Source: an optimization exercise on an open RTL-to-GDS flow (aim: a short achievable clock period and few clock cycles). Production flows keep margins and buffers that such runs may drop. The RTL was checked by simulation tests, not by an equivalence proof against the original design. Power is estimated from default activity; no workload was simulated.

==> flow/design.v (outline; a module is shown in full before it is edited, if it fits) <==
// module gcif_mixh: 9 lines
// module gcif_csm_c1: 311 lines
// module gcif_csm_c2: 322 lines
// module gcif_csm_c3: 316 lines
// module gcif_csm_c4: 362 lines
// module gcif_csm_c4i: 271 lines
// module gcif_br: 553 lines
// module gcif_lensel: 18 lines
// module gcif_reqsel: 15 lines
// module gcif_rdysel: 20 lines
module gcif_br #(
    parameter [31:0] HEAD_MAGIC = 32'h11223344,
    parameter [31:0] HEAD_SEED  = 32'h00000001,
    parameter [31:0] DATA_SEED  = 32'h00000002
) (
    input  wire        clk,
    input  wire        rst,
    input  wire        cmd_valid,
    output wire        cmd_ready,
    input  wire [39:0] cmd_data,
    output reg         rsp_valid,
    output reg  [39:0] rsp_data,
    output reg         mem_req,
    output wire [29:0] mem_addr,
    input  wire        mem_ready,
    input  wire [31:0] mem_rdata,
    output wire [31:0] tbl_id,
    output wire [15:0] tbl_code,
    input  wire [15:0] tbl_sym,
    input  wire [4:0]  tbl_len
);
  // ...
==> flow/flow/run.sh <==
#!/bin/bash
set -euo pipefail

PLATFORM_DONT_USE="sky130_fd_sc_hd__probe_p_8 sky130_fd_sc_hd__probec_p_8 sky130_fd_sc_hd__lpflow_bleeder_1 sky130_fd_sc_hd__lpflow_clkbufkapwr_1 sky130_fd_sc_hd__lpflow_clkbufkapwr_16 sky130_fd_sc_hd__lpflow_clkbufkapwr_2 sky130_fd_sc_hd__lpflow_clkbufkapwr_4 sky130_fd_sc_hd__lpflow_clkbufkapwr_8 sky130_fd_sc_hd__lpflow_clkinvkapwr_1 sky130_fd_sc_hd__lpflow_clkinvkapwr_16 sky130_fd_sc_hd__lpflow_clkinvkapwr_2 sky130_fd_sc_hd__lpflow_clkinvkapwr_4 sky130_fd_sc_hd__lpflow_clkinvkapwr_8 sky130_fd_sc_hd__lpflow_decapkapwr_12 sky130_fd_sc_hd__lpflow_decapkapwr_3 sky130_fd_sc_hd__lpflow_decapkapwr_4 sky130_fd_sc_hd__lpflow_decapkapwr_6 sky130_fd_sc_hd__lpflow_decapkapwr_8 sky130_fd_sc_hd__lpflow_inputiso0n_1 sky130_fd_sc_hd__lpflow_inputiso0p_1 sky130_fd_sc_hd__lpflow_inputiso1n_1 sky130_fd_sc_hd__lpflow_inputiso1p_1 sky130_fd_sc_hd__lpflow_inputisolatch_1 sky130_fd_sc_hd__lpflow_isobufsrc_1 sky130_fd_sc_hd__lpflow_isobufsrc_16 sky130_fd_sc_hd__lpflow_isobufsrc_2 sky130_fd_sc_hd__lpflow_isobufsrc_4 sky130_fd_sc_hd__lpflow_isobufsrc_8 sky130_fd_sc_hd__lpflow_isobufsrckapwr_16 sky130_fd_sc_hd__lpflow_lsbuf_lh_hl_isowell_tap_1 sky130_fd_sc_hd__lpflow_lsbuf_lh_hl_isowell_tap_2 sky130_fd_sc_hd__lpflow_lsbuf_lh_hl_isowell_tap_4 sky130_fd_sc_hd__lpflow_lsbuf_lh_isowell_4 sky130_fd_sc_hd__lpflow_lsbuf_lh_isowell_tap_1 sky130_fd_sc_hd__lpflow_lsbuf_lh_isowell_tap_2 sky130_fd_sc_hd__lpflow_lsbuf_lh_isowell_tap_4"
DELAY_CELLS="sky130_fd_sc_hd__clkdlybuf4s15_1 sky130_fd_sc_hd__clkdlybuf4s15_2 sky130_fd_sc_hd__clkdlybuf4s18_1 sky130_fd_sc_hd__clkdlybuf4s18_2 sky130_fd_sc_hd__clkdlybuf4s25_1 sky130_fd_sc_hd__clkdlybuf4s25_2 sky130_fd_sc_hd__clkdlybuf4s50_1 sky130_fd_sc_hd__clkdlybuf4s50_2 sky130_fd_sc_hd__dlygate4sd1_1 sky130_fd_sc_hd__dlygate4sd2_1 sky130_fd_sc_hd__dlygate4sd3_1 sky130_fd_sc_hd__dlymetal6s2s_1 sky130_fd_sc_hd__dlymetal6s4s_1 sky130_fd_sc_hd__dlymetal6s6s_1"

bash standard.sh synth > synth.log 2>&1
bash standard.sh \
  DONT_USE_CELLS="$PLATFORM_DONT_USE $DELAY_CELLS" \
  BUFFER_PORTS_ARGS="-buffer_cell sky130_fd_sc_hd__buf_4" \
  PRE_RESIZE_TCL="$(pwd)/flow/upsize_out_flops.tcl" \
  finish > layout.log 2>&1
==> flow/flow/upsize_out_flops.tcl <==
# Run by the flow before the resize step (PRE_RESIZE_TCL). Every flip-flop
# that drives an output port, through the port's buffer, gets the strongest
# drive strength of its cell type (sky130_fd_sc_hd__dfxtp_4): these flops
# drive a long wire to the buffer at the die's edge. Only the drive strength
# changes; the resize and detailed placement steps that follow legalize the
# placement.
set block [ord::get_db_block]
set master4 [[ord::get_db] findMaster sky130_fd_sc_hd__dfxtp_4]
set n 0
foreach bterm [$block getBTerms] {
  if {[$bterm getIoType] != "OUTPUT"} { continue }
  set net [$bterm getNet]
  if {$net == "NULL"} { continue }
  foreach it [$net getITerms] {
    if {![$it isOutputSignal]} { continue }
    foreach bi [[$it getInst] getITerms] {
      if {![$bi isInputSignal]} { continue }
      set in_net [$bi getNet]
      if {$in_net == "NULL"} { continue }
      foreach d [$in_net getITerms] {
        if {![$d isOutputSignal]} { continue }
        set inst [$d getInst]
        if {[regexp {^sky130_fd_sc_hd__dfxtp_[12]$} [[$inst getMaster] getName]]} {
          $inst swapMaster $master4
          incr n
        }
      }
    }
  }
}
puts "upsize_out_flops: $n flip-flops driving output ports set to sky130_fd_sc_hd__dfxtp_4"
==> flow/standard.sh <==
#!/bin/bash
# synth_recipe.tcl (not shown) runs the flow's synth.tcl, then flattens the netlist and writes it again
# the make line also repeats each setting of config.mk as NAME=value (left out here)
make -C /OpenROAD-flow-scripts/flow DESIGN_CONFIG=/design/flow/config.mk WORK_HOME=/design/flow/orfs CLKGATE_MAP_FILE= SYNTH_SCRIPT=/design/flow/synth_recipe.tcl "${@:-finish}"
==> flow/config.mk <==
export PLATFORM = sky130hd
export DESIGN_NAME = gcif_br
export DESIGN_NICKNAME = gcif_br
export VERILOG_FILES = /design/flow/design.v
export SDC_FILE = /design/flow/constraint.sdc
export NUM_CORES = 4
export LEC_CHECK = 0
export CAP_MARGIN = 80
export CORE_MARGIN = 2
export CORE_UTILIZATION = 60
export SLEW_MARGIN = 80
export SYNTH_HIERARCHICAL = 1
export SYNTH_MINIMUM_KEEP_SIZE = 0
==> flow/constraint.sdc <==
create_clock -name core_clock -period 20.0 [get_ports {clk}]
set_input_delay 4.0000 -clock core_clock [delete_from_list [all_inputs] [get_ports {clk}]]
set_output_delay 4.0000 -clock core_clock [all_outputs]
set_load 0.01 [all_outputs]
==> impl_metrics.ini, run 1 <==
[status]
status = no timing/DRC/antenna violations

[placed_design]
place_ws_ns = 14.00

[pwr]
clockPowerShare = 0.161
switchingPower_mw = 10.8
leakagePower_nw = 59.9
powerClk_mw = 3.83
report.power.total_mw = 23.8

[route]
finalWirelength_um = 411000
wire_per_inst_um = 27.8
vias = 92900

[synthesis]
yosys.area_share.simple = 0.0865
ys_seq_elements = 1880
ys.flop_type = edfxtp_1
synth_top_cell_area_share = 0.243
synth-xor-area-share = 0.0538
synthTopCellsByArea = edfxtp_1, dfxtp_1, fa_1, mux4_2, ha_1
synth_top_cell_by_area = edfxtp_1

[clock_network]
clk_pin_slew_worst_paths_ns = 0.07
cts_setup_buffers = 0

[floorplan]
num_rows = 166
core_area_mm2 = 0.205
tapCellCount = 2688

[critical_path]
worst_setup_path_end_kind = output port
crit_path_cell_trace = buf_4

[sta]
hold_viol = 0

[layout]
ff_latch_area_mm2 = 0.0485
synthToLayoutAreaGrowth_pct = 19.9
postLayoutCoreUtil = 0.724

[global_route]
grt_use_met2 = 0.596
Testbench counts, summed over its fixed seeds: cycles 14,274.
==> module gcif_br, before the edit <==
module gcif_br #(
    parameter [31:0] HEAD_MAGIC = 32'h11223344,
    parameter [31:0] HEAD_SEED  = 32'h00000001,
    parameter [31:0] DATA_SEED  = 32'h00000002
) (
    input  wire        clk,
    input  wire        rst,
    input  wire        cmd_valid,
    output wire        cmd_ready,
    input  wire [39:0] cmd_data,
    output reg         rsp_valid,
    output reg  [39:0] rsp_data,
    output reg         mem_req,
    output wire [29:0] mem_addr,
    input  wire        mem_ready,
    input  wire [31:0] mem_rdata,
    output wire [31:0] tbl_id,
    output wire [15:0] tbl_code,
    input  wire [15:0] tbl_sym,
    input  wire [4:0]  tbl_len
);
    localparam [7:0] OP_INIT       = 8'h01;
    localparam [7:0] OP_PEEK       = 8'h02;
    localparam [7:0] OP_EAT        = 8'h03;
    localparam [7:0] OP_NEXTSYM    = 8'h04;
    localparam [7:0] OP_BODY_FINAL = 8'h05;
    localparam [7:0] OP_GET_WIDTH  = 8'h10;
    localparam [7:0] OP_GET_HEIGHT = 8'h11;
    localparam [7:0] OP_GET_EOF    = 8'h12;
    localparam [7:0] OP_GET_DHASH  = 8'h13;
    localparam [7:0] OP_GET_HHASH  = 8'h14;
    localparam [7:0] OP_GET_WCOUNT = 8'h15;
    localparam [7:0] OP_GET_MODE   = 8'h16;
    localparam [7:0] OP_GET_ERROR  = 8'h17;
    localparam [1:0] MODE_UNINIT = 2'd0;
    localparam [1:0] MODE_READY  = 2'd1;
    localparam [1:0] MODE_FAILED = 2'd2;
    localparam [7:0] ERR_BAD_HEADER = 8'd2;
    localparam integer WFMAX = 6;    
    localparam integer KFD   = 8;    
    localparam integer F_INIT = 0, F_PEEK = 1, F_EAT = 2, F_NSYM = 3, F_BF = 4,
                       F_STRM = 5;
    function [5:0] dec;
        input [39:0] c;
        begin
            dec = 6'd0;
            dec[F_INIT] = (c[39:32] == OP_INIT);
            dec[F_PEEK] = (c[39:32] == OP_PEEK);
            dec[F_EAT]  = (c[39:32] == OP_EAT);
            dec[F_NSYM] = (c[39:32] == OP_NEXTSYM);
            dec[F_BF]   = (c[39:32] == OP_BODY_FINAL);
            dec[F_STRM] = (c[39:32] == OP_PEEK) | (c[39:32] == OP_EAT) |
                          (c[39:32] == OP_NEXTSYM);
        end
    endfunction
    function [31:0] xs16;
        input [31:0] x;
        xs16 = x ^ (x >> 16);
    endfunction
    function [31:0] xs13;
        input [31:0] x;
        xs13 = x ^ (x >> 13);
    endfunction
    function [31:0] xs13inv;
        input [31:0] y;
        xs13inv = y ^ (y >> 13) ^ (y >> 26);
    endfunction
    function cs_eq;
        input [31:0] a, b, r;
        reg [31:0] s, c;
        begin
            s = a ^ b ^ r;
            c = (a & b) | ((a | b) & ~r);
            cs_eq = (s == {c[30:0], 1'b0});
        end
    endfunction
    reg        rst_r;         
    reg        e_v, s_v;
    reg [39:0] e_cmd, s_cmd;
    reg [5:0]  e_fl, s_fl;
    reg        e_rs;          
    reg        cmd_ready_r;
    reg [31:0] tid;           
    reg [1:0]  mode;
    reg [7:0]  last_err;
    reg [5:0]  bl;            
    reg [5:0]  ll;            
    reg [29:0] words_left;
    reg [29:0] word_count;
    reg        eof;
    reg [31:0] bh;            
    reg [15:0] width;
    reg [15:0] height;
    reg [31:0] data_hash;
    reg [31:0] head_hash;
    reg [63:0] sbq;           
    reg [4:0]  cq;            
    reg [4:0]  cq2;           
    reg [15:0] tc;            
    reg [6:0]  sv;            
    reg [29:0] app_rem;       
    reg        all_app;       
    reg [31:0] wf [0:7];
    reg [2:0]  wf_wp, wf_rp;
    reg [3:0]  wf_cnt;
    reg        fetch_en;
    reg [29:0] fetch_addr;
    reg [29:0] maddr;         
    reg [29:0] tw_r;          
    reg [2:0]  hdr_cnt;       
    reg        hdr_done;      
    reg [4:0]  kcred;         
    reg        rs_d;          
    reg        c_v,  ma_v,  m1_v,  ka_v,  k_v;
    reg [2:0]  c_t,  ma_t,  m1_t,  ka_t,  k_t;     
    reg [31:0] c_w,  ma_a,  ma_b,  m1,    ka_a,  ka_b,  kk;
    reg [31:0] kf [0:KFD-1];
    reg [2:0]  kf_wp, kf_rp;
    reg [3:0]  kf_cnt;
    reg [31:0] kx;            
    reg        kx_v;
    reg [5:0]  pend;          
    reg        magic_ok;
    reg [31:0] hw1, hw2, hw3;
    reg        hw3_v;
    reg [31:0] hh;
    reg        hh3_v;         
    reg        ist;           
    reg [29:0] init_wc;
    reg [31:0] r1_a, r1_b, r2;
    reg        r1_v, r2_v;
    reg        lhs_v;         
    reg [31:0] fx, f1_a, f1_b, f1, f2_a, f2_b;
    reg        fx_v, f1_v, fr_v, f2_v;
    reg        bst;           
    wire [63:0] sb_hi = sbq << cq;
    wire [63:0] sb_lo = sbq << cq2;
    wire [63:0] sb    = {sb_hi[63:32], sb_lo[31:0]};
    wire [7:0]  op  = e_cmd[39:32];
    wire [31:0] arg = e_cmd[31:0];
    wire [4:0]  n   = e_cmd[4:0];
    wire is_init = e_fl[F_INIT];
    wire is_peek = e_fl[F_PEEK];
    wire is_eat  = e_fl[F_EAT];
    wire is_nsym = e_fl[F_NSYM];
    wire is_bf   = e_fl[F_BF];
    wire is_strm = e_fl[F_STRM];
    wire tw_shrt = (arg[31:4] == 28'd0);      
    wire mode_rdy   = (mode == MODE_READY);
    wire data_short = ~(sv[6] | sv[5] | sv[4]) & ~all_app;
    wire strm_wait  = mode_rdy & data_short;
    wire init_start = e_v & is_init & ~ist;
    wire init_done  = e_v & is_init & ist & lhs_v & r2_v;
    wire i_ok;
    wire bf_launch  = e_v & is_bf & ~bst & (pend == 6'd0);
    wire fire = e_v & (is_strm ? ~strm_wait :
                       is_init ? ((~ist & tw_shrt) | (ist & lhs_v & r2_v)) :
                       is_bf   ? f2_v :
                                 1'b1);
    assign cmd_ready = cmd_ready_r;
    wire [5:0] dec_in  = dec(cmd_data);
    wire hs      = cmd_valid & cmd_ready_r;
    wire hs_init = hs & dec_in[F_INIT];
    wire e_take  = ~e_v | fire;
    wire restart = init_start;
    wire rs_go   = ~tw_shrt;
    wire [5:0] need   = is_nsym ? 6'd16 : {1'b0, n};
    wire       refill = (is_peek | is_nsym) & (bl < need);
    wire [6:0] tot    = {1'b0, bl} + {1'b0, ll};
    wire       br_a   = tot[6] | tot[5];
    reg        wl_nz;         
    wire       pull   = fire & is_strm & refill & ~br_a & wl_nz;
    wire [5:0] bl1    = refill ? ((br_a | wl_nz) ? 6'd32 : tot[5:0]) : bl;
    wire [5:0] ll1    = refill ? (br_a ? tot[5:0] - 6'd32 : (wl_nz ? tot[5:0] : 6'd0)) : ll;
    wire       eof1   = refill & ~br_a & ~wl_nz & (tot == 7'd0);
    wire       strm_go = e_v & is_strm & ~strm_wait;
    wire       nsym_go = strm_go & is_nsym;
    wire [5:0] eat_amt = ({1'b0, n} < bl) ? {1'b0, n} : bl;
    wire [4:0] eat_c   = (strm_go & is_eat) ? eat_amt[4:0] : 5'd0;
    wire        app     = (sv <= 7'd32) & (wf_cnt != 4'd0);
    wire [31:0] wf_hd   = wf[wf_rp];
    wire [63:0] sb_a    = app ? (sb | ({wf_hd, 32'd0} >> sv)) : sb;
    wire [6:0]  sv_a    = app ? sv + 7'd32 : sv;
    wire [4:0]  cons    = nsym_go ? tbl_len : eat_c;
    wire [31:0] sb_te   = sb_a[63:32] << eat_c;
    wire [5:0]  bl_e    = init_start ? 6'd0 :
                          ~strm_go   ? bl :
                          is_eat     ? bl - eat_amt : bl1;
    wire [16*7-1:0]  sv_cand;
    wire [16*6-1:0]  bl_cand;
    wire [16*16-1:0] tc_cand;
    genvar g;
    generate
        for (g = 0; g < 16; g = g + 1) begin : g_len
            wire [4:0]  k   = (g == 0) ? 5'd16 : g;
            wire [7:0]  svd = {1'b0, sv_a} - {3'b0, k};
            wire [6:0]  bld = {1'b0, bl1} - {2'b0, k};
            wire [31:0] sh  = sb_a[63:32] << k;
            assign sv_cand[g*7 +: 7]   = svd[7] ? 7'd0 : svd[6:0];
            assign bl_cand[g*6 +: 6]   = bld[6] ? 6'd0 : bld[5:0];
            assign tc_cand[g*16 +: 16] = sh[31:16];
        end
    endgenerate
    wire [6:0]  sv_ec = (eat_c == 5'd0) ? sv_a : sv_cand[eat_c[3:0]*7 +: 7];
    wire [6:0]  sv_e  = rs_d ? 7'd0 : sv_ec;
    wire [6:0]  sv_n;
    wire [5:0]  bl_n;
    wire [15:0] tc_n;
    gcif_lensel u_lensel (
        .len(tbl_len), .go(nsym_go),
        .sv_cand(sv_cand), .bl_cand(bl_cand), .tc_cand(tc_cand),
        .sv_e(sv_e), .bl_e(bl_e), .tc_e(sb_te[31:16]),
        .sv_n(sv_n), .bl_n(bl_n), .tc_n(tc_n)
    );
    wire [15:0] peek_data = sb[63:48] >> (5'd16 - n);
    wire [31:0] ma_a_n, ma_b_n, ka_a_n, ka_b_n;
    gcif_csm_c1 u_m1 (.x(c_w), .a(ma_a_n), .b(ma_b_n));
    gcif_csm_c2 u_m2 (.x({m1[16:0], m1[31:17]}), .a(ka_a_n), .b(ka_b_n));
    wire [31:0] hh_y;
    gcif_mixh u_hmix (.h((k_t[1:0] == 2'd0) ? HEAD_SEED : hh), .k(kk), .y(hh_y));
    wire        hh_step = k_v & k_t[2] & (k_t[1:0] != 2'd3);
    wire        hh_last = hh_step & (k_t[1:0] == 2'd2);
    wire        kx_use  = kx_v & (pend != 6'd0);
    wire        kf_pop  = (~kx_v | kx_use) & (kf_cnt != 4'd0);
    wire [31:0] bh_y;
    gcif_mixh u_bmix (.h(bh), .k(kx), .y(bh_y));
    wire [31:0] f1_a_n, f1_b_n, f2_a_n, f2_b_n;
    wire [31:0] f1_a_b, f1_b_b;
    gcif_csm_c3 u_f1 (.x(fx), .a(f1_a_n), .b(f1_b_n));
    gcif_csm_c3 u_f1b (.x(xs16(bh ^ arg)), .a(f1_a_b), .b(f1_b_b));
    assign i_ok = magic_ok & cs_eq(f1_a, f1_b, r2);
    gcif_csm_c4 u_f2 (.x(xs13(f1)), .a(f2_a_n), .b(f2_b_n));
    wire [31:0] fin_y = xs16(f2_a + f2_b);
    wire [31:0] r1_a_n, r1_b_n;
    gcif_csm_c4i u_r1 (.x(xs16(hw3)), .a(r1_a_n), .b(r1_b_n));
    wire acc = mem_req & mem_ready;
    assign mem_addr = maddr;
    assign tbl_id   = tid;
    assign tbl_code = tc;
    wire [3:0] wfc_0   = wf_cnt - {3'd0, app};
    wire [4:0] kcr_0   = kcred - {4'd0, kx_use};
    wire       room_0  = (wfc_0 < WFMAX) & (kcr_0 < KFD);
    wire       room_1  = (wfc_0 < WFMAX - 1) & (kcr_0 < KFD - 1);
    wire       hdr_1   = hdr_done | (hdr_cnt == 3'd3);    
    wire       lt_0    = (fetch_addr < tw_r);
    wire       lt_1    = ({1'b0, fetch_addr} + 31'd1 < {1'b0, tw_r});
    wire       req_0   = fetch_en & lt_0 & (~hdr_done | room_0);
    wire       req_1   = fetch_en & lt_1 & (~hdr_1 | (hdr_done ? room_1 : room_0));
    wire       acc_body = acc & hdr_done;
    wire       e_v_n  = e_take ? (s_v | hs) : 1'b1;
    wire       s_v_n  = ~e_take & (s_v | hs);
    wire       e_rs_n = ~e_take & (e_rs | init_start);
    wire       dshort_n = (sv_a < 7'd32) & ~all_app;
    wire       hdr_ok_n = (e_rs | init_start) & ~restart & (hdr_done | (acc & (hdr_cnt == 3'd3)));
    wire       rdy_a  = ~((s_fl[F_STRM] & dshort_n) | s_fl[F_INIT]);
    wire       rdy_b  = ~((e_fl[F_STRM] & dshort_n) | (e_fl[F_INIT] & ~hdr_ok_n));
    wire req_stop = restart ? ~rs_go : ((init_start & tw_shrt) | (init_done & ~i_ok));
    wire mem_req_d, rdy_d;
    gcif_reqsel u_reqsel (
        .mem_ready(mem_ready), .cmd_valid(cmd_valid), .op(cmd_data[39:32]),
        .mreq(mem_req), .rdy(cmd_ready_r), .req_1(req_1), .req_0(req_0),
        .f1(restart & rs_go), .f0(rst | rst_r | req_stop), .d(mem_req_d)
    );
    gcif_rdysel u_rdysel (
        .cmd_valid(cmd_valid), .op(cmd_data[39:32]), .rdy(cmd_ready_r),
        .e_take(e_take), .s_v(s_v), .a(rdy_a), .b(rdy_b), .dsh(dshort_n),
        .rst(rst), .rst_r(rst_r), .d(rdy_d)
    );
    always @(posedge clk) begin
        rst_r       <= rst;
        cmd_ready_r <= rdy_d;
        mem_req     <= mem_req_d;
        rsp_valid   <= ~rst & ~rst_r & fire;
    end
    always @(posedge clk) begin
        if (e_take) begin
            e_cmd <= s_v ? s_cmd : cmd_data;
            e_fl  <= s_v ? s_fl  : dec_in;
        end
        if (~e_take & ~s_v) begin
            s_cmd <= cmd_data;
            s_fl  <= dec_in;
        end
        if (fire) begin
            if (is_init)
                rsp_data <= (~ist | ~i_ok) ? {ERR_BAD_HEADER, 32'd0} : 40'd0;
            else if (is_nsym)
                rsp_data <= {24'd0, tbl_sym};
            else if (is_peek)
                rsp_data <= {24'd0, peek_data};
            else if (is_bf)
                rsp_data <= {8'd0, fin_y};
            else begin
                case (op)
                    OP_GET_WIDTH:  rsp_data <= {24'd0, width};
                    OP_GET_HEIGHT: rsp_data <= {24'd0, height};
                    OP_GET_EOF:    rsp_data <= {39'd0, eof};
                    OP_GET_DHASH:  rsp_data <= {8'd0, data_hash};
                    OP_GET_HHASH:  rsp_data <= {8'd0, head_hash};
                    OP_GET_WCOUNT: rsp_data <= {10'd0, word_count};
                    OP_GET_MODE:   rsp_data <= {38'd0, mode};
                    OP_GET_ERROR:  rsp_data <= {32'd0, last_err};
                    default:       rsp_data <= 40'd0;
                endcase
            end
        end else begin
            rsp_data <= 40'd0;          
        end
        tc <= tc_n;
        if (restart)
            maddr <= 30'd0;
        else if (acc)
            maddr <= fetch_addr + 30'd1;
        wf[wf_wp] <= mem_rdata;
        c_w <= mem_rdata;
        ma_a <= ma_a_n;
        ma_b <= ma_b_n;
        m1   <= ma_a + ma_b;
        ka_a <= ka_a_n;
        ka_b <= ka_b_n;
        kk   <= ka_a + ka_b;
        if (k_v & ~k_t[2]) kf[kf_wp] <= kk;
        if (kf_pop) kx <= kf[kf_rp];
        if (c_v & c_t[2]) begin
            case (c_t[1:0])
                2'd0: magic_ok <= (c_w == HEAD_MAGIC);
                2'd1: hw1 <= c_w;
                2'd2: hw2 <= c_w;
                default: hw3 <= c_w;
            endcase
        end
        if (hh_step) hh <= hh_y;
        r1_a <= r1_a_n;
        r1_b <= r1_b_n;
        r2   <= xs13inv(r1_a + r1_b);
        if (hh_last)
            fx <= xs16(hh_y ^ 32'd4);
        if (bf_launch) begin
            f1_a <= f1_a_b;
            f1_b <= f1_b_b;
        end else if (fx_v) begin
            f1_a <= f1_a_n;
            f1_b <= f1_b_n;
        end
        if (f1_v) f1 <= f1_a + f1_b;
        if (fr_v) begin
            f2_a <= f2_a_n;
            f2_b <= f2_b_n;
        end
        if (init_start) init_wc <= arg[31:2] - 30'd4;
    end
    always @(posedge clk) begin
        if (rst_r) begin
            e_v         <= 1'b0;
            s_v         <= 1'b0;
            e_rs        <= 1'b0;
            tid         <= 32'd0;
            mode        <= MODE_UNINIT;
            last_err    <= 8'd0;
            bl          <= 6'd0;
            ll          <= 6'd0;
            words_left  <= 30'd0;
            word_count  <= 30'd0;
            eof         <= 1'b0;
            bh          <= 32'd0;
            width       <= 16'd0;
            height      <= 16'd0;
            data_hash   <= 32'd0;
            head_hash   <= 32'd0;
            sbq         <= 64'd0;
            cq          <= 5'd0;
            cq2         <= 5'd0;
            wl_nz       <= 1'b0;
            sv          <= 7'd0;
            app_rem     <= 30'd0;
            all_app     <= 1'b1;
            wf_wp       <= 3'd0;
            wf_rp       <= 3'd0;
            wf_cnt      <= 4'd0;
            fetch_en    <= 1'b0;
            fetch_addr  <= 30'd0;
            tw_r        <= 30'd0;
            hdr_cnt     <= 3'd4;
            hdr_done    <= 1'b1;
            kcred       <= 5'd0;
            rs_d        <= 1'b0;
            c_v         <= 1'b0;
            ma_v        <= 1'b0;
            m1_v        <= 1'b0;
            ka_v        <= 1'b0;
            k_v         <= 1'b0;
            kf_wp       <= 3'd0;
            kf_rp       <= 3'd0;
            kf_cnt      <= 4'd0;
            kx_v        <= 1'b0;
            pend        <= 6'd0;
            hw3_v       <= 1'b0;
            hh3_v       <= 1'b0;
            ist         <= 1'b0;
            r1_v        <= 1'b0;
            r2_v        <= 1'b0;
            lhs_v       <= 1'b0;
            fx_v        <= 1'b0;
            f1_v        <= 1'b0;
            fr_v        <= 1'b0;
            f2_v        <= 1'b0;
            bst         <= 1'b0;
        end else begin
            e_v  <= e_v_n;
            s_v  <= s_v_n;
            e_rs <= e_rs_n;
            if (e_take) tid <= s_v ? s_cmd[31:0] : cmd_data[31:0];
            bl <= bl_n;
            if (strm_go & ~is_eat) begin
                ll <= ll1;
                if (eof1) eof <= 1'b1;
            end
            if (pull) begin
                words_left <= words_left - 30'd1;
                wl_nz      <= (words_left != 30'd1);
            end
            sbq <= sb_a;
            cq  <= cons;
            cq2 <= cons;
            sv  <= sv_n;
            if (app) begin
                wf_rp   <= wf_rp + 3'd1;
                app_rem <= app_rem - 30'd1;
                all_app <= (app_rem == 30'd1);
            end
            if (acc_body) wf_wp <= wf_wp + 3'd1;
            wf_cnt <= wfc_0 + {3'd0, acc_body};
            kcred  <= kcr_0 + {4'd0, acc_body};
            if (acc) begin
                fetch_addr <= fetch_addr + 30'd1;
                if (~hdr_done) hdr_cnt <= hdr_cnt + 3'd1;
                if (hdr_cnt == 3'd3) hdr_done <= 1'b1;
            end
            if (hs_init) fetch_en <= 1'b0;
            c_v  <= acc & ~restart;
            c_t  <= {~hdr_done, hdr_cnt[1:0]};
            ma_v <= c_v;
            ma_t <= c_t;
            m1_v <= ma_v;
            m1_t <= ma_t;
            ka_v <= m1_v;
            ka_t <= m1_t;
            k_v  <= ka_v;
            k_t  <= ka_t;
            if (c_v & c_t[2] & (c_t[1:0] == 2'd3)) hw3_v <= 1'b1;
            hh3_v <= hh_last;
            if (k_v & ~k_t[2]) kf_wp <= kf_wp + 3'd1;
            kf_cnt <= kf_cnt + {3'd0, k_v & ~k_t[2]} - {3'd0, kf_pop};
            if (kf_pop) begin
                kf_rp <= kf_rp + 3'd1;
                kx_v  <= 1'b1;
            end else if (kx_use) begin
                kx_v  <= 1'b0;
            end
            if (kx_use) bh <= bh_y;
            pend <= pend + {5'd0, pull} - {5'd0, kx_use};
            r1_v <= hw3_v;
            r2_v <= r1_v;
            if (hh3_v) lhs_v <= 1'b1;
            fx_v <= hh_last;
            f1_v <= bf_launch;
            fr_v <= f1_v;
            if (fr_v) f2_v <= 1'b1;
            if (bf_launch) bst <= 1'b1;
            if (fire & is_bf) begin
                bst  <= 1'b0;
                f2_v <= 1'b0;
            end
            if (init_start) begin
                mode       <= MODE_UNINIT;
                last_err   <= 8'd0;
                ll         <= 6'd0;
                words_left <= 30'd0;
                wl_nz      <= 1'b0;
                word_count <= 30'd0;
                eof        <= 1'b0;
                bh         <= 32'd0;
                width      <= 16'd0;
                height     <= 16'd0;
                data_hash  <= 32'd0;
                head_hash  <= 32'd0;
                app_rem    <= arg[31:2] - 30'd4;
                all_app    <= (arg[31:2] == 30'd4);
                if (tw_shrt) begin
                    mode     <= MODE_FAILED;
                    last_err <= ERR_BAD_HEADER;
                    fetch_en <= 1'b0;
                    app_rem  <= 30'd0;
                    all_app  <= 1'b1;
                end else begin
                    ist <= 1'b1;
                end
            end
            if (init_done) begin
                ist    <= 1'b0;
                lhs_v  <= 1'b0;
                if (i_ok) begin
                    mode       <= MODE_READY;
                    words_left <= init_wc;
                    wl_nz      <= (init_wc != 30'd0);
                    word_count <= init_wc;
                    bh         <= DATA_SEED;
                    width      <= hw1[31:16];
                    height     <= hw1[15:0];
                    data_hash  <= hw2;
                    head_hash  <= hw3;
                end else begin
                    mode     <= MODE_FAILED;
                    last_err <= ERR_BAD_HEADER;
                    fetch_en <= 1'b0;
                end
            end
            rs_d <= restart;
            if (restart) begin
                fetch_addr <= 30'd0;
                tw_r       <= arg[31:2];
                hdr_cnt    <= 3'd0;
                hdr_done   <= 1'b0;
                fetch_en   <= rs_go;
            end
            if (rs_d) begin
                sbq    <= 64'd0;
                cq     <= 5'd0;
                wf_wp  <= 3'd0;
                wf_rp  <= 3'd0;
                wf_cnt <= 4'd0;
                kcred  <= 5'd0;
                ma_v   <= 1'b0;
                m1_v   <= 1'b0;
                ka_v   <= 1'b0;
                k_v    <= 1'b0;
                kf_wp  <= 3'd0;
                kf_rp  <= 3'd0;
                kf_cnt <= 4'd0;
                kx_v   <= 1'b0;
                pend   <= 6'd0;
                hw3_v  <= 1'b0;
                hh3_v  <= 1'b0;
                r1_v   <= 1'b0;
                r2_v   <= 1'b0;
                lhs_v  <= 1'b0;
                fx_v   <= 1'b0;
                f1_v   <= 1'b0;
                fr_v   <= 1'b0;
            end
        end
    end
endmodule
==> run 2, diff against run 1 <==
--- a/flow/design.v
+++ b/flow/design.v
@@ -1697,5 +1697,4 @@
     reg        fetch_en;
     reg [29:0] fetch_addr;
-    reg [29:0] maddr;         
     reg [29:0] tw_r;          
     reg [2:0]  hdr_cnt;       
@@ -1774,4 +1773,6 @@
     wire [6:0]  sv_a    = app ? sv + 7'd32 : sv;
     wire [4:0]  cons    = nsym_go ? tbl_len : eat_c;
+    wire [7:0]  sv_de   = {1'b0, sv_a} - {3'b0, eat_c};
+    wire [6:0]  sv_e    = rs_d ? 7'd0 : (sv_de[7] ? 7'd0 : sv_de[6:0]);
     wire [31:0] sb_te   = sb_a[63:32] << eat_c;
     wire [5:0]  bl_e    = init_start ? 6'd0 :
@@ -1793,6 +1794,4 @@
         end
     endgenerate
-    wire [6:0]  sv_ec = (eat_c == 5'd0) ? sv_a : sv_cand[eat_c[3:0]*7 +: 7];
-    wire [6:0]  sv_e  = rs_d ? 7'd0 : sv_ec;
     wire [6:0]  sv_n;
     wire [5:0]  bl_n;
@@ -1804,5 +1803,5 @@
         .sv_n(sv_n), .bl_n(bl_n), .tc_n(tc_n)
     );
-    wire [15:0] peek_data = sb[63:48] >> (5'd16 - n);
+    wire [15:0] peek_data = tc >> (5'd16 - n);           
     wire [31:0] ma_a_n, ma_b_n, ka_a_n, ka_b_n;
     gcif_csm_c1 u_m1 (.x(c_w), .a(ma_a_n), .b(ma_b_n));
@@ -1826,5 +1825,5 @@
     gcif_csm_c4i u_r1 (.x(xs16(hw3)), .a(r1_a_n), .b(r1_b_n));
     wire acc = mem_req & mem_ready;
-    assign mem_addr = maddr;
+    assign mem_addr = fetch_addr;
     assign tbl_id   = tid;
     assign tbl_code = tc;
@@ -1899,8 +1898,4 @@
         end
         tc <= tc_n;
-        if (restart)
-            maddr <= 30'd0;
-        else if (acc)
-            maddr <= fetch_addr + 30'd1;
         wf[wf_wp] <= mem_rdata;
         c_w <= mem_rdata;
==> impl_metrics.ini, run 2 <==
[floorplan]
die_h_um = 456
core_area_mm2 = 0.203
die_area_mm2 = 0.208
ios = 218
num_rows = 165
die_w_um = 456
start_util = 0.605

[pwr]
power.density_mw_per_mm2 = 157
report.power.total_mw = 22.8
switchingPower_mw = 10.1
clockPowerShare = 0.165
p_int_mw = 12.8
switching_share = 0.441
leakagePower_nw = 58.9
p_seq_frac = 0.235
combPwrFrac = 0.600
vdd_drop_max_mv = 0.305

[critical_path]
slowest_stage = fa_1
worstSetupPathType = reg -> reg
critPathCapture = f1_a[31]
slowest_delay_ns = 0.54
crit_start = e_cmd[27]
reg2reg_to = f1_a[31]
worst_setup_path_end_kind = flip-flop
crit_fanout = 3
r2r_start = e_cmd[27]
crit_path_cell_trace = buf_2 > buf_2 > buf_4 > xor2_4 > clkbuf_4 > xnor2_2 > buf_2 > fa_1 > fa_1 > fa_1 > fa_1 > inv_1 > fa_1 > xor2_1 > xnor2_1 > xnor3_1 > xnor2_1 > mux2_2
worstPathRequired_ns = 20.57
r2r_slack_ns = 14.47
r2r_cells = 18
worstPathArrival_ns = 6.10
path_common_cell = fa_1
worstSetupStartpointType = flip-flop

[clock_network]
cts_tree = done
cts.repair.resized = 0
numCtsBuffers = 194
htreeDepth = 4
cts_setup_buffers = 0
cts_buffer_depth = 3
root_buffer = clkbuf_16
numClockSinks = 1850
clk_pin_slew_worst_paths_ns = 0.06
clk_latency_ns = 0.87
cts_hold_buffers = 0

[synthesis]
synth.most_common_cell = inv_1
synth_top_cell_area_share = 0.246
synth-xor-area-share = 0.0548
synthTopCellsByArea = edfxtp_1, fa_1, dfxtp_1, mux4_2, ha_1
syn_inst = 11000
ys_seq_elements = 1850
yosysWarningCount = 7
synth_top_family_by_area = adder cells
yosysUniqueCellTypes = 116
synth-compound-area-share = 0.104
yosys.area_share.simple = 0.0842
synth.avg_cell_area_um2 = 11.1
synth-edff-count = 1002
ys_seq_area_frac = 0.384
ys.flop_type = edfxtp_1
syn_area_mm2 = 0.123
muxShareOfSynthArea = 0.102
synth_commonest_cells = inv_1, edfxtp_1, fa_1, dfxtp_1, nor2_1
yosys.area_share.adder = 0.190
synth_top_cell_by_area = edfxtp_1
async_flop_share = 0

[status]
status = no timing/DRC/antenna violations

[placed_design]
io_buffers = 210
gp_congestion = 1.03
dp_hpwl_um = 302000
place_ws_ns = 13.81
dpl-instance-area_mm2 = 0.137

[sta]
fin_tns_setup_ns = 0
finalSetupViolations = 0
skew_ns = 0.0544
rsz0062_at_grt = no
min_period_ns = 5.53
timing.fmax_ghz = 0.181
fin_crit_sh = 0.276
slew_viol_final = 0
hold_viol = 0
setup_ws_ns = 14.47

[layout]
stdcell_area_mm2 = 0.145
synthToLayoutAreaGrowth_pct = 18.6
nets = 13100
drive_gt1_frac = 0.291
mostFrequentLayoutCell = inv_1
reg_top3 = kf x256, wf x256, sbq x64
final_cell_mix = inv_1, edfxtp_1, fa_1, nand2_1, nor2_1

[global_route]
grt_use_total = 0.366
met1_usage = 0.501
grt_antenna_before_repair = 17
grt_use_met3 = 0.0716
grt_use_met2 = 0.575
grt-ovfl-total = 0
grt_pass1_wl_um = 574000
grt_pass1_vias = 91100
top_usage_layer = met2
grt_start_max_net_pins = 42

[route]
via_per_inst = 6.18
ant_nets = 0
drt_iter0_markers = 9473
route.detailed.drc = 0
vias = 89700
wire_per_inst_um = 26.3
dr.pass1.iters = 10
finalWirelength_um = 382000

[flow_run]
max_cap_violations = 0

[worst_hold_path]
whs_path_depth = 0
min_path_type = reg -> reg
==> run 2: changes by cell type after synthesis, sizes merged, moves of 21 or more <==
cell    change
a222oi     +27
dfxtp      -30
o22ai      -21
xnor2      +29
nor2       -23
a21o       +33
mux4       -25
mux2       +47
and3       +25
a21oi      -92
nor3       -27
nand2      -57
inv        +21
==> run 2: how the worst min path moves through the flow <==
stage / startpoint / to / slack, ns
CTS: ka_t[2] / k_t[2] / 0.42
global placement: ka_t[2] / k_t[2] / 0.41
floorplan: ka_t[0] / k_t[0] / 0.40
global route: ka_t[2] / k_t[2] / 0.42
detailed placement: ka_t[2] / k_t[2] / 0.41
finish: ka_t[2] / k_t[2] / 0.42
==> run 2: cell families after synthesis <==
logic type / Yosys count
AOI/OAI and AO/OA: 1845
xor gates and xnor gates: 750
adders and majority gates: 1349
buffers and inverters: 2148
DFF: 1850
muxes: 831
other: 11
and+or+nand+nor: 2232
==> run 2: worst max-delay path: cells and delay by family, from the launching register on <==
kind	cells	cell delay, ns
adder cells (fa/ha/maj)	5	2.32
XOR/XNOR	6	1.32
buffers and inverters	6	0.94
flip-flops	1	0.39
multiplexers	1	0.27
==> run 2: cell type report <==
cell class | count | area, um^2
diodes | 3 | 7.51
clock buffers | 282 | 5560
clock inverters | 84 | 1120
fillers | 14200 | 57100
inverters | 1304 | 5030
multi-input cells | 7068 | 72900
flip-flops and latches | 1850 | 47900
well taps | 2672 | 3340
repair buffers | 1246 | 9520
==> run 2: through the flow <==
| step | utilization | hold WS, ns | cells |
|---|---|---|---|
| floorplan | - | 0.400 | 11100 |
| global placement | 0.610 | 0.406 | 13300 |
| detailed placement | 0.675 | 0.406 | 14100 |
| CTS | 0.708 | 0.420 | 14500 |
| global route | 0.718 | 0.423 | 14500 |
| finish | 0.718 | 0.421 | 14500 |
==> run 2: per-module statistics from Yosys (local to each module, per instance), a selection <==
module | flip-flops and latches | cells inside
gcif_csm_c1 | 0 | 392
gcif_csm_c2 | 0 | 385
gcif_csm_c3 | 0 | 347
gcif_csm_c4 | 0 | 419
gcif_csm_c4i | 0 | 346
gcif_lensel | 0 | 280
gcif_mixh | 0 | 319
gcif_rdysel | 0 | 10
gcif_reqsel | 0 | 7
==> run 2: layer usage <==
layer / wire [um] / up-vias
li1: - / 39100
met4: 18100 / 10
met3: 35600 / 860
met1: 153000 / 45200
met5: 64 / -
met2: 175000 / 4576
==> run 2: power groups by stage <==
stage                     Combinational, mW  Clock, mW  Sequential [mW]
after global placement                 11.6          0             5.43
after global routing                   15.1       3.94             5.41
final                                  13.7       3.76             5.37
after detailed placement               13.1          0             5.42
after CTS                              13.2       3.80             5.35
after floorplan                        11.0          0             5.10
Testbench counts of run 2, summed over its fixed seeds: cycles 14,274.

[what the ideal ports hide]
The results above use ideal ports. As a check the final layouts listed here were re-extracted and re-timed, cells and wires unchanged.
Step 1 assumes that a clkbuf_16 drives the clock port and a buf_2 every other input.
Step 2 adds t to the input delays and takes it off the output delays; t is the mean of the earliest and latest rising clock arrival at the registers after step 1. Input paths then give back, and output paths get back, about the clock's delay inside the block.
Three values: ideal, step 1, step 2; two values: the first two.
run	shift t [ns]	setup WS [ns]	worst slew at a driven data input, ns
run 1	0.954	14.559 / 14.464 / 13.966	0.19
run 2	0.934	14.473 / 14.473 / 13.767	0.15
After both steps setup and hold are still met in every run listed. The setup slack of run 2, which loses most, moves by 0.000 ns with the drivers and by -0.706 ns with both steps.
